Source: an optimization exercise on an open RTL-to-GDS flow (aim: small area, a short achievable clock period and few clock cycles). Production flows keep margins and buffers that such runs may drop. Function was checked by simulation only, so behaviour that the tests miss may differ from the original.

==> trial 90 <==
==> flow/design.v (excerpt) <==
module sbcodec (
    input  wire        clk,
    input  wire        rst,
    input  wire        reg_wr,
    input  wire [3:0]  reg_addr,
    input  wire [63:0] reg_wdata,
    output reg  [63:0] reg_rdata,
    output wire        busy,
    input  wire        in_valid,
    input  wire [7:0]  in_data,
    output wire        in_ready,
    output wire        out_valid,
    output wire [7:0]  out_data,
    input  wire        out_ready
);
export LEC_CHECK = 0
export CAP_MARGIN = 20
export CORE_MARGIN = 2
export CORE_UTILIZATION = 40
export SLEW_MARGIN = 20
create_clock -name core_clock -period 12.0 [get_ports {clk}]
standard.sh (not shown) runs the stock make flow with config.mk's settings and CLKGATE_MAP_FILE= SYNTH_SCRIPT=/design/flow/synth_recipe.tcl, a recipe that flattens the netlist after the stock synthesis.
==> flow/flow/run.sh <==
#!/bin/bash
# The standard layout (standard.sh: the standard synthesis, then ORFS
# floorplan to finish), with three settings changed on make's command line:
#  - BUFFER_PORTS_ARGS makes the port buffers plain buf_4 cells (the default
#    choice is a delay-type buffer);
#  - MATCH_CELL_FOOTPRINT=0 lets the resizer size cells across footprints;
#  - SETUP_SLACK_MARGIN=5.9 makes repair_timing aim for 5.9 ns of setup slack
#    at the design's 12 ns clock.
# The clock, constraints and everything else are the standard flow's. make's
# full output goes to make_finish.log; ORFS keeps each step's log under orfs/logs.
set -euo pipefail
bash standard.sh MATCH_CELL_FOOTPRINT=0 SETUP_SLACK_MARGIN=5.9 \
    "BUFFER_PORTS_ARGS=-buffer_cell sky130_fd_sc_hd__buf_4" finish > make_finish.log 2>&1
==> build 13: changes against trial 90 <==
--- a/flow/design.v
+++ b/flow/design.v
@@ -26,10 +26,11 @@
     reg [255:0] inq;              
     reg [5:0]   in_cnt;
     reg [5:0]   in_rm;            
     reg [255:0] outq;             
     reg [5:0]   out_cnt;
+    reg [3:0]   oh;               
     reg         busy_r;
     reg         j_encd, j_hgen, j_ins, j_hparse, j_wait, j_srst;
     reg [3:0]   op_r;         
     reg [1:0]   ws_r;
     reg [63:0]  x;            
@@ -54,11 +55,11 @@
     reg         first;        
     reg [5:0]   icnt;         
     assign busy      = busy_r;
     assign in_ready  = !busy_r && !in_cnt[5];
     assign out_valid = !busy_r && (out_cnt != 6'd0);
-    assign out_data  = outq[7:0];
+    assign out_data  = outq[8*oh +: 8];
     wire [5:0] hwidth = {1'b0, cfg_r[5:1]} + 6'd1;
     wire       hmode  = cfg_r[0];
     wire       idle   = !busy_r;
     wire [15:0] cw    = reg_wdata[15:0];
     wire [3:0]  cw_op = cw[3:0];
@@ -163,42 +164,33 @@
             for (t = 0; t < 10; t = t + 1) if (oh[t]) ohbin = ohbin | (t + 1);
         end
     endfunction
     wire [63:0] m_enc  = x ^ {64{msgn}};
     wire        e_sgn  = busy_r ? msgn : (sgn_c & val_r[63]);
+    wire        oh0    = (oh == 4'd0);           
+    wire [3:0]  oh_c   = 4'd11 - ohbin(nc_oh);
+    wire [3:0]  oh_x   = 4'd10 - ohbin(nx_oh);
     wire [69:0] e_ext  = {{6{e_sgn}}, busy_r ? m_enc : val_r};
-    reg  [69:0] T;
     integer j;
-    always @(*) begin
-        for (j = 0; j < 10; j = j + 1) begin
-            T[7*j +: 7] = 7'd0;
-            for (k = j + 1; k <= 10; k = k + 1)
-                T[7*j +: 7] = T[7*j +: 7] | ({7{n_oh[k-1]}} & e_ext[7*(k-1-j) +: 7]);
-        end
-    end
     reg  [87:0] wslot;
     always @(*) begin
-        if (busy_r) begin
-            wslot[7:0] = {1'b0, e9[6:0]};
-            for (j = 1; j < 11; j = j + 1)
-                wslot[8*j +: 8] = {n_oh[j-1], T[7*(j-1) +: 7]};
-        end else begin
-            for (j = 0; j < 10; j = j + 1)
-                wslot[8*j +: 8] = {n_oh[j], T[7*j +: 7]};
-            wslot[87:80] = 8'h00;
+        for (j = 0; j < 11; j = j + 1) begin
+            if (j == 0) wslot[7:0] = 8'h00;
+            else        wslot[8*j +: 8] = {j == 10, e_ext[7*(10-j) +: 7]};
+            if (j < 10 && busy_r && nx_oh[9-j]) wslot[8*j +: 8] = {1'b0, e9[6:0]};
         end
     end
     wire [3:0] badu = {1'b0, val_r[63:32] != 32'd0, val_r[63:16] != 48'd0, val_r[63:8] != 56'd0};
     wire [3:0] bads = {1'b0,
                        !((val_r[63:31] == 33'd0) || (val_r[63:31] == {33{1'b1}})),
                        !((val_r[63:15] == 49'd0) || (val_r[63:15] == {49{1'b1}})),
                        !((val_r[63:7]  == 57'd0) || (val_r[63:7]  == {57{1'b1}}))};
-    reg [10:0] full_k;
-    always @(*) for (k = 1; k <= 11; k = k + 1) full_k[k-1] = ({1'b0, out_cnt} + k) > 7'd32;
-    wire ofull_u = (nu_oh & full_k[9:0]) != 10'd0;
-    wire ofull_s = (ns_oh & full_k[9:0]) != 10'd0;
-    wire ofull_x = (nx_oh & full_k[10:1]) != 10'd0;     
+    reg [10:0] fr;
+    always @(*) for (k = 0; k <= 10; k = k + 1) fr[k] = (out_cnt == 6'd32 - k);
+    wire ofull_u = fr[0] | ((fr[10:1] & ~fu)  != 10'd0);
+    wire ofull_s = fr[0] | ((fr[10:1] & ~fsg) != 10'd0);
+    wire ofull_x = fr[0] | fr[1] | ((fr[10:2] & ~fx[8:0]) != 9'd0);     
     wire oe      = (out_cnt == 6'd0);
     wire [5:0] ncnt_c = {2'd0, ohbin(nc_oh)};
     wire [5:0] ncnt_x = {2'd0, ohbin(nx_oh)} + 6'd1;
     wire [7:0] win [0:10];
     generate
@@ -378,16 +370,16 @@
     wire b_emit   = e_encd & !encd_div;
     wire b_expr   = b_emit & e9_bad;
     wire b_full   = b_emit & !e9_bad & ofull_x;
     wire b_ok     = b_emit & !e9_bad & !ofull_x;
     wire b_fast   = b_ok & oe;
-    wire i_last   = e_ins & (((nleft == 4'd1) & !addexp) | (nleft == 4'd0));
-    wire h_last   = e_hgen & x_lt10;
+    wire i_last   = e_ins & oh0 & (((nleft == 4'd1) & !addexp) | (nleft == 4'd0));
+    wire h_last   = e_hgen & oh0 & x_lt10;
     wire h_erange = h_last & ({1'b0, ndig} + 6'd1 > hwidth);
     wire h_full   = h_last & !h_erange & ((7'd32 - {1'b0, out_cnt}) < {1'b0, hwidth});
     wire h_ok     = h_last & !h_erange & !h_full;
-    wire hc       = cmd & c_hdre & hmode & xv;
+    wire hc       = cmd & c_hdre & hmode & xv & (oe | oh0);
     wire hc_last  = hc & x_lt10;
     wire hc_full  = hc_last & ((7'd32 - {1'b0, out_cnt}) < {1'b0, hwidth});
     wire hc_ok    = hc_last & !hc_full;
     wire p_step   = e_hparse & (wleft != 6'd0);                           
     wire p_last   = e_hparse & (wleft == 6'd0);                           
@@ -477,31 +469,38 @@
         end
         busy_r <= !rst & ((busy_r & !f_busy) | (cmd & go_busy));
     end
     wire o_pop = idle & out_ready & !oe;
     wire o_wr  = oe & (idle | e_encd);             
-    wire o_ins = e_ins | e_hgen;
+    wire o_ins = (e_ins | e_hgen) & oh0;
+    wire o_rea = !oe & !oh0 & ((idle & !out_ready) | e_ins | e_hgen);
+    wire o_shd = o_pop | o_rea;                    
     always @(posedge clk) begin
         for (qi = 0; qi < 32; qi = qi + 1) begin
             if (hc) begin
                 if (qi > out_cnt)       outq[8*qi +: 8] <= 8'h00;
                 else if (qi == out_cnt) outq[8*qi +: 8] <= {4'h3, dr};
             end else if (o_wr && qi < 11) begin
                 outq[8*qi +: 8] <= wslot[8*qi +: 8];
             end else if (o_ins) begin
                 if (qi > out_cnt)       outq[8*qi +: 8] <= (e_hgen & hfirst) ? 8'h00 : outq[8*qi-8 +: 8];
                 else if (qi == out_cnt) outq[8*qi +: 8] <= ib;
-            end else if (o_pop) begin
+            end else if (o_shd) begin
                 outq[8*qi +: 8] <= (qi == 31) ? 8'h00 : outq[8*qi+8 +: 8];
             end
         end
         if (zero)                  out_cnt <= 6'd0;
         else if (a_fast)           out_cnt <= ncnt_c;         
         else if (b_fast)           out_cnt <= ncnt_x;
         else if (i_last)           out_cnt <= out_cnt + icnt;
         else if (h_ok | hc_ok)     out_cnt <= out_cnt + hwidth;
         else if (o_pop)            out_cnt <= out_cnt - 6'd1;
+        if (zero)                  oh <= 4'd0;
+        else if (a_fast)           oh <= oh_c;
+        else if (b_fast)           oh <= oh_x;
+        else if (oe & idle)        oh <= 4'd0;
+        else if (o_rea)            oh <= oh - 4'd1;
     end
     wire       i_push = idle & in_valid & !in_cnt[5];
     wire [5:0] i_pos  = in_e ? 6'd0 : in_rm + in_cnt - {5'd0, !rm0};
     wire       i_shift = !rm0 | p_step;
     always @(posedge clk) begin
@@ -521,47 +520,48 @@
         end else begin
             in_rm  <= (in_e | (p_step & (in_cnt == 6'd1))) ? 6'd0 : in_rm - {5'd0, !rm0};
             in_cnt <= in_cnt + {5'd0, i_push} - {5'd0, p_step};
         end
     end
+    wire        wr46   = wr_i & !reg_addr[3] & reg_addr[2] & !reg_addr[0];    
+    wire [63:0] x_wr   = reg_addr[1] ? (reg_wdata ^ {64{reg_wdata[63]}}) : reg_wdata;
+    wire        cx_a   = (cw_op == 4'hA);
+    wire        cx_d   = (cw_op[2:0] == 3'b111);
+    wire        cx_h   = (cw_op == 4'h9) & hmode & xv & (oe | oh0);      
+    wire [63:0] x_cmd  = cx_a ? acc_n : cx_d ? (xm ? dq : (mant_r ^ {64{mant_r[63]}})) : cx_h ? dq : val_r;
+    wire        x_cen  = cx_a ? bg_step : cx_d ? (!xm | encd_div) : 1'b1;
+    wire [63:0] x_idle = wr46 ? x_wr : cmd ? x_cmd : bg_step ? acc_n : dq;
+    wire        x_ien  = wr46 | (cmd ? x_cen : (bg_step | (xm & encd_div)));
+    wire [63:0] x_busy = j_encd ? (encd_div ? dq : m_enc) : j_ins ? {{7{xs}}, x[63:7]} :
+                         j_hgen ? dq : acc_n;
+    wire        x_ben  = j_encd | (j_ins & (nleft != 4'd0) & oh0) | (j_hgen & oh0) | (j_hparse & (wleft != 6'd0));
+    always @(posedge clk) if (busy_r ? x_ben : x_ien) x <= busy_r ? x_busy : x_idle;
     always @(posedge clk) begin
         if (idle) begin
             if (cmd) begin
-                if (cw_op == 4'hA) begin
-                    if (bg_step) x <= acc_n;
-                end else if (cw_op[2:0] == 3'b111) begin         
+                if (cw_op[2:0] == 3'b111) begin                  
                     if (xm) begin
-                        if (encd_div) x <= dq;
                         e9 <= encd_div ? ez1 : ez;
                     end else begin
-                        x <= mant_r ^ {64{mant_r[63]}};
                         msgn <= mant_r[63];
                         e9 <= {expo_r[7], expo_r};
                     end
-                end else if (hc) begin
-                    x <= dq;                             
-                end else begin
-                    x <= val_r;
                 end
                 xm <= 1'b0;
                 xv <= 1'b0;
             end else if (wr_i && reg_addr == 4'd6) begin
-                x <= reg_wdata ^ {64{reg_wdata[63]}};
                 msgn <= reg_wdata[63];
                 zc <= 5'd0;
                 xm <= 1'b1;
                 xv <= 1'b0;
             end else if (wr_i && reg_addr == 4'd4) begin
-                x <= reg_wdata;
                 xm <= 1'b0;
                 xv <= 1'b1;
             end else if (bg_step) begin
-                x <= acc_n;
                 xm <= 1'b0;
                 xv <= 1'b0;
             end else if (xm & encd_div) begin
-                x <= dq;
                 zc <= zc + 5'd1;
             end
             xs      <= sgn_c & val_r[63];
             hfirst  <= !hc;
             ndig    <= {4'd0, hc};
@@ -578,31 +578,27 @@
             j_hparse <= (cw_op == 4'hA) & rm0;
             j_srst  <= (cw_op == 4'hF);
         end else begin
             if (j_encd) begin
                 if (encd_div) begin
-                    x  <= dq;
                     e9 <= e9 + 9'd1;
                 end else begin
-                    x <= m_enc; xs <= msgn;
+                    xs <= msgn;
                     nleft <= ohbin(nx_oh); addexp <= 1'b1; icnt <= ncnt_x;
                     j_encd <= 1'b0; j_ins <= 1'b1;
                 end
             end
-            if (j_ins) begin
+            if (j_ins & oh0) begin
                 if (nleft != 4'd0) begin
-                    x <= {{7{xs}}, x[63:7]};
                     nleft <= nleft - 4'd1;
                 end
                 first <= 1'b0;
             end
-            if (j_hgen) begin
-                x <= dq;
+            if (j_hgen & oh0) begin
                 ndig <= ndig + 5'd1;
                 hfirst <= 1'b0;
             end
-            if (j_hparse & (wleft != 6'd0)) x <= acc_n;
             if (j_wait & rm0) begin
                 j_wait <= 1'b0; j_hparse <= 1'b1;
             end
         end
         if (!(busy_r & j_hparse)) wleft <= hwidth;
==> flow/flow/run.sh (replaced) <==
#!/bin/bash
# The standard layout (standard.sh: the standard synthesis, then ORFS
# floorplan to finish), with these settings changed on make's command line:
#  - BUFFER_PORTS_ARGS makes the port buffers plain buf_4 cells (the default
#    choice is a delay-type buffer);
#  - MATCH_CELL_FOOTPRINT=0 lets the resizer size cells across footprints;
#  - SETUP_SLACK_MARGIN=5.9 makes repair_timing aim for 5.9 ns of setup slack
#    at the design's 12 ns clock;
#  - POST_GLOBAL_ROUTE_TCL runs flow/post_grt.tcl at the end of global
#    routing: a repair_design pass with 25% slew and capacitance margins
#    after the timing repair, and incremental routing of what it changed.
# The clock, constraints and everything else are the standard flow's. make's
# full output goes to make_finish.log; ORFS keeps each step's log under orfs/logs.
set -euo pipefail
bash standard.sh MATCH_CELL_FOOTPRINT=0 SETUP_SLACK_MARGIN=5.9 \
    "BUFFER_PORTS_ARGS=-buffer_cell sky130_fd_sc_hd__buf_4" \
    "POST_GLOBAL_ROUTE_TCL=$PWD/flow/post_grt.tcl" finish > make_finish.log 2>&1
==> flow/flow/post_grt.tcl (new file) <==
# Hook run by ORFS at the end of global routing (POST_GLOBAL_ROUTE_TCL), after
# its own repair_design and repair_timing: repair_timing's moves can leave
# nets near their slew and capacitance limits, which the extracted parasitics
# of the final layout then exceed. Repair them again with a margin, then
# route the changed nets incrementally, as ORFS does after its repairs.
puts "post global route: repair_design with margins"
log_cmd repair_design -slew_margin 25 -cap_margin 25 -verbose
log_cmd global_route -start_incremental
log_cmd detailed_placement
log_cmd global_route -end_incremental \
  -congestion_report_file $::env(REPORTS_DIR)/congestion_post_hook.rpt
log_cmd estimate_parasitics -global_routing
==> results.ini <==
[status]
status=finished clean

[sta]
fin_ws_ns=5.41

[drt]
wl_met3_um=68900
wl_met2_um=179000

[yosys]
netlist.area_leader.share=0.302
synth_simple_gate_area_frac=0.182
synth.area.mux_share=0.0620
ys_types=124

[critical_path]
critPathMaxStageDelay_ns=1.18
timing.rr.end=val_r[37]
crit_end=x[57]

[clocking]
cts_num_sinks=898

(the above is from build 13)
==> results.ini <==
[status]
status=failed layout checks
check.faults=capacitance limit, slew limit

[yosys]
ys_types=103
synth.area.mux_share=0.0447
synth_simple_gate_area_frac=0.181

[drt]
wl_met3_um=73800
wl_met2_um=184000

[sta]
maxSlewViolCount=16

[critical_path]
timing.rr.end=x[53]

[run]
max_cap_violations=2

[clocking]
cts_num_sinks=894

(the above is from trial 90)
Testbench counts of trial 90, summed over its fixed seeds: cycles 28,537.
Testbench counts of build 13, summed over its fixed seeds: cycles 28,537.

========
==> amber: inputs <==
sbcodec, a different RTL version from the one above (not shown whole).
clock: 12.0 ns
lec_check: 0
cap_margin: 20
core_margin: 2
core_utilization: 50
slew_margin: 20
==> flow/flow/run.sh <==
#!/bin/bash
# The standard layout (standard.sh: the standard synthesis, then ORFS
# floorplan to finish), with these settings changed on make's command line:
#  - BUFFER_PORTS_ARGS makes the port buffers plain buf_4 cells (the default
#    choice is a delay-type buffer);
#  - MATCH_CELL_FOOTPRINT=0 lets the resizer size cells across footprints;
#  - SETUP_SLACK_MARGIN=5.9 makes repair_timing aim for 5.9 ns of setup slack
#    at the design's 12 ns clock;
#  - POST_GLOBAL_ROUTE_TCL runs flow/post_grt.tcl at the end of global
#    routing: a repair_design pass with 25% slew and capacitance margins
#    after the timing repair, and incremental routing of what it changed.
# The clock, constraints and everything else are the standard flow's. make's
# full output goes to make_finish.log; ORFS keeps each step's log under orfs/logs.
set -euo pipefail
bash standard.sh MATCH_CELL_FOOTPRINT=0 SETUP_SLACK_MARGIN=5.9 \
    "BUFFER_PORTS_ARGS=-buffer_cell sky130_fd_sc_hd__buf_4" \
    "POST_GLOBAL_ROUTE_TCL=$PWD/flow/post_grt.tcl" finish > make_finish.log 2>&1
==> flow/flow/post_grt.tcl <==
# Hook run by ORFS at the end of global routing (POST_GLOBAL_ROUTE_TCL), after
# its own repair_design and repair_timing: repair_timing's moves can leave
# nets near their slew and capacitance limits, which the extracted parasitics
# of the final layout then exceed. Repair them again with a margin, then
# route the changed nets incrementally, as ORFS does after its repairs.
puts "post global route: repair_design with margins"
log_cmd repair_design -slew_margin 25 -cap_margin 25 -verbose
log_cmd global_route -start_incremental
log_cmd detailed_placement
log_cmd global_route -end_incremental \
  -congestion_report_file $::env(REPORTS_DIR)/congestion_post_hook.rpt
log_cmd estimate_parasitics -global_routing
==> inputs of garnet, as changes to amber <==
--- a/flow/config.mk
+++ b/flow/config.mk
@@ -7,5 +7,5 @@
 export LEC_CHECK = 0
 export CAP_MARGIN = 20
 export CORE_MARGIN = 2
-export CORE_UTILIZATION = 50
+export CORE_UTILIZATION = 40
 export SLEW_MARGIN = 20
==> inputs of zinc, as changes to amber <==
==> flow/flow/run.sh (replaced) <==
#!/bin/bash
# The standard layout (standard.sh: the standard synthesis, then ORFS
# floorplan to finish), with these settings changed on make's command line:
#  - BUFFER_PORTS_ARGS makes the port buffers plain buf_4 cells (the default
#    choice is a delay-type buffer);
#  - MATCH_CELL_FOOTPRINT=0 lets the resizer size cells across footprints;
#  - SETUP_SLACK_MARGIN=5.6 makes repair_timing aim for 5.6 ns of setup slack
#    at the design's 12 ns clock;
#  - POST_GLOBAL_ROUTE_TCL runs flow/post_grt.tcl at the end of global
#    routing: a repair_design pass with 25% slew and capacitance margins
#    after the timing repair, and incremental routing of what it changed.
# The clock, constraints and everything else are the standard flow's. make's
# full output goes to make_finish.log; ORFS keeps each step's log under orfs/logs.
set -euo pipefail
bash standard.sh MATCH_CELL_FOOTPRINT=0 SETUP_SLACK_MARGIN=5.6 \
    "BUFFER_PORTS_ARGS=-buffer_cell sky130_fd_sc_hd__buf_4" \
    "POST_GLOBAL_ROUTE_TCL=$PWD/flow/post_grt.tcl" finish > make_finish.log 2>&1
--- a/flow/config.mk
+++ b/flow/config.mk
@@ -7,5 +7,5 @@
 export LEC_CHECK = 0
 export CAP_MARGIN = 20
 export CORE_MARGIN = 2
-export CORE_UTILIZATION = 50
+export CORE_UTILIZATION = 40
 export SLEW_MARGIN = 20
==> comparison <==
- First-iteration DRC count, highest first: amber, garnet, zinc.
- Synthesized area is the same in zinc and garnet.
- Against amber, the critical path depth of garnet is lower by 21.
- Worst hold slack, lowest first: amber, garnet, zinc.
- Via count: zinc is smaller than amber (3.9%).
- Fmax, highest first: garnet, amber, zinc.
- Between garnet and amber, the lower final area is in garnet (gap about 1.7%, measured against amber).
- Of zinc and amber, amber has the higher routed wire length (gap 0.81%, measured against amber).
Testbench counts of amber, summed over its fixed seeds: cycles 28,537.
Testbench counts of garnet, summed over its fixed seeds: cycles 28,537.
Testbench counts of zinc, summed over its fixed seeds: cycles 28,537.

afterwards: timing with drivers on the ports:
In the flow no input, the clock included, has a driving cell. The finished layouts below were timed again as built, in two steps.
Step 1 assumes that a clkbuf_16 drives the clock port and a buf_2 every other input.
Step 2 moves the port delays by t, midway between the first and last clock arrival at a register: inputs arrive t later, outputs are due t later. That takes back most of the time a late clock gives input paths.
Three values: ideal, step 1, step 2; two values: the first two.
run	t (ns)	slack for setup (ns)	worst setup path after step 2	worst data-port slew with drivers (ns)
trial 90	0.887	5.492 / 5.203 / 4.623	input to register	0.58
build 13	0.871	5.411 / 5.379 / 4.508	input to register	0.47
amber	0.890	5.627 / 5.167 / 4.808	input to register	0.61
garnet	0.904	5.637 / 5.148 / 5.025	input to register	0.57
zinc	0.896	5.408 / 5.028 / 4.776	input to register	0.58
The setup slack of build 13, which loses most, moves by -0.032 ns with the drivers and by -0.903 ns with both steps.
